This is an optimization exercise on Yosys and OpenROAD, whose aim is small area, a short achievable clock period and few clock cycles, not a production implementation.
Where RTL was checked, it was by simulation tests only, not by an equivalence proof against the original.
Power is estimated from default activity; no workload was simulated.

Setup of job 6795:
==> flow/design.v (excerpt) <==
module pcwlc_core (
    input  wire        clk,
    input  wire        rst,
    input  wire        host_we,
    input  wire [2:0]  host_addr,
    input  wire [63:0] host_wdata,
    output wire [31:0] status,
    output wire [63:0] res,
    output wire [63:0] res2,
    output wire [31:0] erraddr,
    output reg         port_req,
    output reg         port_we,
    output reg  [1:0]  port_size,     
    output reg  [16:0] port_addr,
    output wire [31:0] port_wdata,
    input  wire        port_ack,
    input  wire [1:0]  port_fail,     
    input  wire [31:0] port_rdata,
    input  wire [63:0] now
);
    localparam [2:0] C_OK      = 3'd0;
    localparam [2:0] C_NOTFND  = 3'd1;
    localparam [2:0] C_ALIGN   = 3'd2;
    localparam [2:0] C_RANGE   = 3'd3;
    localparam [2:0] C_UNSUP   = 3'd4;
    localparam [2:0] C_IOFAIL  = 3'd5;
    localparam [2:0] C_ILLEGAL = 3'd6;
    localparam [4:0] OP_CFG_READ   = 5'h01;
    localparam [4:0] OP_CFG_WRITE  = 5'h02;
    localparam [4:0] OP_FIND_STD   = 5'h03;
    localparam [4:0] OP_FIND_EXT   = 5'h04;
    localparam [4:0] OP_ENABLE     = 5'h05;
    localparam [4:0] OP_DISABLE    = 5'h06;
    localparam [4:0] OP_RETRAIN    = 5'h07;
    localparam [4:0] OP_SET_SPEED  = 5'h08;
    localparam [4:0] OP_READ_STAT  = 5'h09;
    localparam [4:0] OP_WAIT_TRAIN = 5'h0A;
    localparam [4:0] OP_HOT_RESET  = 5'h0B;
    localparam [4:0] OP_SET_BITS   = 5'h0C;
    localparam [4:0] S_IDLE  = 5'd0;
    localparam [4:0] S_FIN   = 5'd1;    
    localparam [4:0] S_CFGR  = 5'd2;
    localparam [4:0] S_CFGW  = 5'd3;
  ...
For scale: about 3300 cells after synthesis, roughly 430 flip-flops, about 0.027 sq mm of cells after synthesis.
Settings: LEC_CHECK=0, CAP_MARGIN=20, CORE_MARGIN=2, CORE_UTILIZATION=50, SETUP_SLACK_MARGIN=4, SLEW_MARGIN=20; clock period 8.0 ns.
standard.sh (not shown) runs the stock make flow with config.mk's settings and CLKGATE_MAP_FILE= SYNTH_SCRIPT=/design/flow/synth_recipe.tcl, a recipe that flattens the netlist after the stock synthesis.
==> flow/flow/run.sh <==
#!/bin/bash
# Layout flow: the standard flow (standard.sh: the standard synthesis,
# then ORFS to the routed layout) with two layout settings changed:
#  - the port buffers are buf_1 cells instead of the delay buffers that
#    buffer_ports picks by default; timing repair upsizes the ones on
#    critical paths;
#  - the resizer may change a cell's footprint when it sizes cells
#    (MATCH_CELL_FOOTPRINT=0), so timing repair can upsize freely.
# The output of the whole run goes to standard.log in the work folder; ORFS
# keeps each step's log under orfs/logs/.
set -euo pipefail
bash standard.sh MATCH_CELL_FOOTPRINT=0 \
    "BUFFER_PORTS_ARGS=-buffer_cell sky130_fd_sc_hd__buf_1" \
    finish > standard.log 2>&1
Per the final summary, job 6795 finished and its layout is clean on timing, DRC and antenna.
Testbench counts of job 6795, summed over its fixed seeds: cycles 67,760.
For job 6439, these inputs were changed with respect to job 6795:
Settings: CORE_UTILIZATION changed from 50 to 40; SETUP_SLACK_MARGIN changed from 4 to 4.5.
Results
- Endpoint arrival time on the critical path in job 6439 is 0.17 ns below job 6795.
- Route | job 6439 vs job 6795 | wire longer in job 6439
- Changes observed in job 6439 relative to job 6795: proportion of power drawn by flip-flops and latches has decreased, met1 track demand over resource has decreased, via count has increased.
> inputs changed (job 6439 -> job 9662)
Settings: GPL_ROUTABILITY_DRIVEN: unset -> 0; SETUP_SLACK_MARGIN: 4.5 -> 4; PLACE_DENSITY: unset -> 0.75.
Results
As far as clock power is concerned, job 6439 and job 9662 perform about the same. Leakage power of the design: job 9662 lower than job 6439. Sequential cell area share sits higher in job 9662 than in job 6439. Diff job 6439 -> job 9662 | required arrival time at the worst endpoint | increase of 0.02 ns. On met1 track demand over resource: job 9662 sits below job 6439. Compared with job 6439, job 9662 shows a largest fanout on the critical path that is 2 higher. When job 9662 is set beside job 6439, its final wirelength turns out to be 6.6% smaller. The lower register-to-register slack of job 6439 and job 9662 is in job 9662.
Relative to job 9662, the following input files were edited for job 1494:
Settings: a deleted GPL_ROUTABILITY_DRIVEN that had been 0; a deleted PLACE_DENSITY that had been 0.75.
==> flow/flow/run.sh <==
#!/bin/bash
# Layout flow: the standard flow (standard.sh: the standard synthesis,
# then ORFS to the routed layout) with two layout settings changed:
#  - the port buffers are buf_4 cells instead of the delay buffers that
#    buffer_ports picks by default;
#  - the resizer may change a cell's footprint when it sizes cells
#    (MATCH_CELL_FOOTPRINT=0), so timing repair can upsize freely.
# The output of the whole run goes to standard.log in the work folder; ORFS
# keeps each step's log under orfs/logs/.
set -euo pipefail
bash standard.sh MATCH_CELL_FOOTPRINT=0 \
    "BUFFER_PORTS_ARGS=-buffer_cell sky130_fd_sc_hd__buf_4" \
    finish > standard.log 2>&1
--- outcome ---
Looking at time the final worst path needs with I/O delays and setup across job 9662 and job 1494, the one that comes out lower is job 1494.
On number of standard cells in the layout, taps in and fillers out, job 9662 and job 1494 are neck and neck.
Compared with job 9662, the detailed router inserted fewer vias in job 1494.
Peak fanout along the critical path: higher on job 9662
Route | job 1494 vs job 9662 | wire longer in job 1494
Job 1494 vs job 9662 — worst-case setup margin in the final layout rose 0.022 ns.
On area occupied by multi-input gates, job 9662 and job 1494 are neck and neck.
Compared with job 9662, job 1494 shows power higher by 1.7%.
Maximum number of pins on one net before global-route repair ended up 15 lower on job 1494 than on job 9662.
Comparing job 9662 and job 1494, proportion of cell area occupied by registers is higher on job 9662.
Compared with job 9662, job 1494 shows a total global routing track utilization that is 1.7 points higher.
Input-level comparison between job 796 and job 1494:
Settings: PLACE_DENSITY now 0.75, previously not set; CTS_BUF_LIST now sky130_fd_sc_hd__clkbuf_8, previously not set.
==> flow/flow/run.sh <==
#!/bin/bash
# Layout flow: the standard flow (standard.sh: the standard synthesis,
# then ORFS to the routed layout) with two layout settings changed:
#  - the port buffers are buf_1 cells instead of the delay buffers that
#    buffer_ports picks by default; timing repair upsizes the ones on
#    critical paths;
#  - the resizer may change a cell's footprint when it sizes cells
#    (MATCH_CELL_FOOTPRINT=0), so timing repair can upsize freely.
# The output of the whole run goes to standard.log in the work folder; ORFS
# keeps each step's log under orfs/logs/.
set -euo pipefail
bash standard.sh MATCH_CELL_FOOTPRINT=0 \
    "BUFFER_PORTS_ARGS=-buffer_cell sky130_fd_sc_hd__buf_1" \
    finish > standard.log 2>&1
Findings:
Worst slack on hold paths: job 1494 vs job 796, no meaningful difference. The final total power of job 796 is lower than that of job 1494. The non-clock buffer count number comes out lower for job 1494 vs job 796.
### job 796 -> job 2958
Settings: a deleted CTS_BUF_LIST that had been sky130_fd_sc_hd__clkbuf_8.
[summary]
Changes observed in job 2958 relative to job 796: transition at the pin with the smallest max-transition slack rose by 0.029 ns, die height now sits at about the same level, summed area of non-filler cells in the final layout moved up.
Lower sequential share of layout area was reported by job 2958, not job 796.
Global-route wire length before repair across job 796 and job 2958: no real change.
Relative to job 796, layout overhead on the synthesized area has gone up in job 2958.
Compared with job 796, job 2958 shows a met3 track utilization from global routing that is 0.55 points higher.
Job 2958 vs job 796 — normalized max-slew margin dropped 2.0 points.
From job 796 to job 2958 the numbers moved as follows: portion of the clock cycle consumed by the worst path in the final layout rose by 0.55 points; clock network contribution to total cell area essentially unchanged; post-route minimum period increased 0.044 ns.

Another version of the RTL of pcwlc_core (not shown whole).
Size in the first run: ~3,900 cells after synthesis, roughly 440 flip-flops, roughly 410 I/O pins, ~0.034 mm2 of cells after synthesis.
clock: 8.0 ns
lec_check: 0
cap_margin: 20
core_margin: 2
core_utilization: 40
setup_slack_margin: 3.5
slew_margin: 20
run.sh (not shown) runs the stock make flow with config.mk's settings and CLKGATE_MAP_FILE= SYNTH_SCRIPT=/design/flow/synth_recipe.tcl, a recipe that flattens the netlist after the stock synthesis.
Stock flow here: none of the scripts above is used.
The baseline completed with no timing, DRC or antenna violations.
Testbench counts at the start, summed over its fixed seeds: cycles 66,953.
Change:
ABC_CLOCK_PERIOD_IN_PS = 4000   (was default)
Effect: The new run finished with timing, DRC and antenna clean; routed wire length stays the same; utilization does not change; total power stays the same; final area does not change; non-clock buffer count stays the same; clock-buffer cell count does not change.

pcwlc_core, a different RTL version from the one above (not shown whole).
Size: roughly 400 flip-flops, roughly 410 I/O pins.
Settings: LEC_CHECK=0, CAP_MARGIN=20, CORE_MARGIN=2, CORE_UTILIZATION=40, CTS_BUF_LIST=sky130_fd_sc_hd__clkbuf_8, PLACE_DENSITY=0.75, SETUP_SLACK_MARGIN=4.5, SLEW_MARGIN=20; clock period 8.0 ns.
standard.sh (not shown) runs the stock make flow with config.mk's settings and CLKGATE_MAP_FILE= SYNTH_SCRIPT=/design/flow/synth_recipe.tcl, a recipe that flattens the netlist after the stock synthesis.
==> flow/flow/run.sh <==
#!/bin/bash
# Layout flow: the standard flow (standard.sh: the standard synthesis,
# then ORFS to the routed layout) with two layout settings changed:
#  - the port buffers are buf_1 cells instead of the delay buffers that
#    buffer_ports picks by default; timing repair upsizes the ones on
#    critical paths;
#  - the resizer may change a cell's footprint when it sizes cells
#    (MATCH_CELL_FOOTPRINT=0), so timing repair can upsize freely.
# The output of the whole run goes to standard.log in the work folder; ORFS
# keeps each step's log under orfs/logs/.
set -euo pipefail
bash standard.sh MATCH_CELL_FOOTPRINT=0 \
    "BUFFER_PORTS_ARGS=-buffer_cell sky130_fd_sc_hd__buf_1" \
    finish > standard.log 2>&1
The starting point passed the timing, design-rule and antenna checks.
Edit:
SETUP_SLACK_MARGIN = 4.25   (was 4.5)
Outcome: Final cell count is about the same. Global-route usage decreases by 0.70 points. First-iteration DRC count decreases by 11%. Via count barely changes. Routed wire length went down by 2.7%. Cell area fell by 1.4%.
Edit:
SETUP_SLACK_MARGIN = 4   (was 4.25)
The changed run ran to the end with no violations. Design area fell by about 2.6%. Area after synthesis does not change. Final cell count fell by about 1.2%. Clock power came out lower by about 6%. Register-to-register slack improves by 0.05 ns. First-iteration DRC count falls by 6.1%. Non-clock buffer count came out lower by 54. Routed wire length went down by 2.3%. Fmax came out lower by 2.8%. Via count goes down by about 1.2%.
Function was not checked in any run of this note: the RTL went through the layout flow alone.

port drivers added, routing unchanged:
The flow's constraints put no driver on any port. The routed layouts listed below were extracted and timed again, unchanged, in two steps. Step 1 sets driving cells, clkbuf_16 on the clock port and buf_2 on the other inputs (assumed; they add their load-dependent delay and slew). Step 2 adds t to the input delays and takes it off the output delays; t is the mean of the earliest and latest rising clock arrival at the registers after step 1. Input paths then give back, and output paths get back, about the clock's delay inside the block. a / b / c = ideal / step 1 / step 2; a / b = the first two.
run	t (ns)	setup WS [ns]	hold slack, ns
job 6795	0.675	3.946 / 3.975 / 3.300	0.460 / 0.460 / 0.460
job 6439	0.670	4.127 / 4.128 / 3.483	0.470 / 0.470 / 0.470
job 9662	0.686	4.001 / 3.989 / 3.302	0.471 / 0.471 / 0.471
job 1494	0.659	4.023 / 4.061 / 3.402	0.473 / 0.473 / 0.473
job 796	0.729	4.009 / 4.026 / 3.297	0.470 / 0.470 / 0.470
job 2958	0.665	3.965 / 3.987 / 3.322	0.469 / 0.469 / 0.469
the first run of note 2	0.697	3.399 / 3.408 / 2.711	0.452 / 0.452 / 0.452
the second run of note 2	0.697	3.399 / 3.408 / 2.711	0.452 / 0.452 / 0.452
the first run of note 3	0.714	3.863 / 3.863 / 3.201	0.473 / 0.473 / 0.473
the second run of note 3	0.706	3.938 / 3.938 / 3.307	0.475 / 0.475 / 0.475
the third run of note 3	0.712	3.820 / 3.841 / 3.129	0.474 / 0.474 / 0.474
After both steps setup and hold are still met in every run listed. For job 796, which loses most, drivers alone change the setup slack by +0.017 ns; drivers and shift together by -0.712 ns.
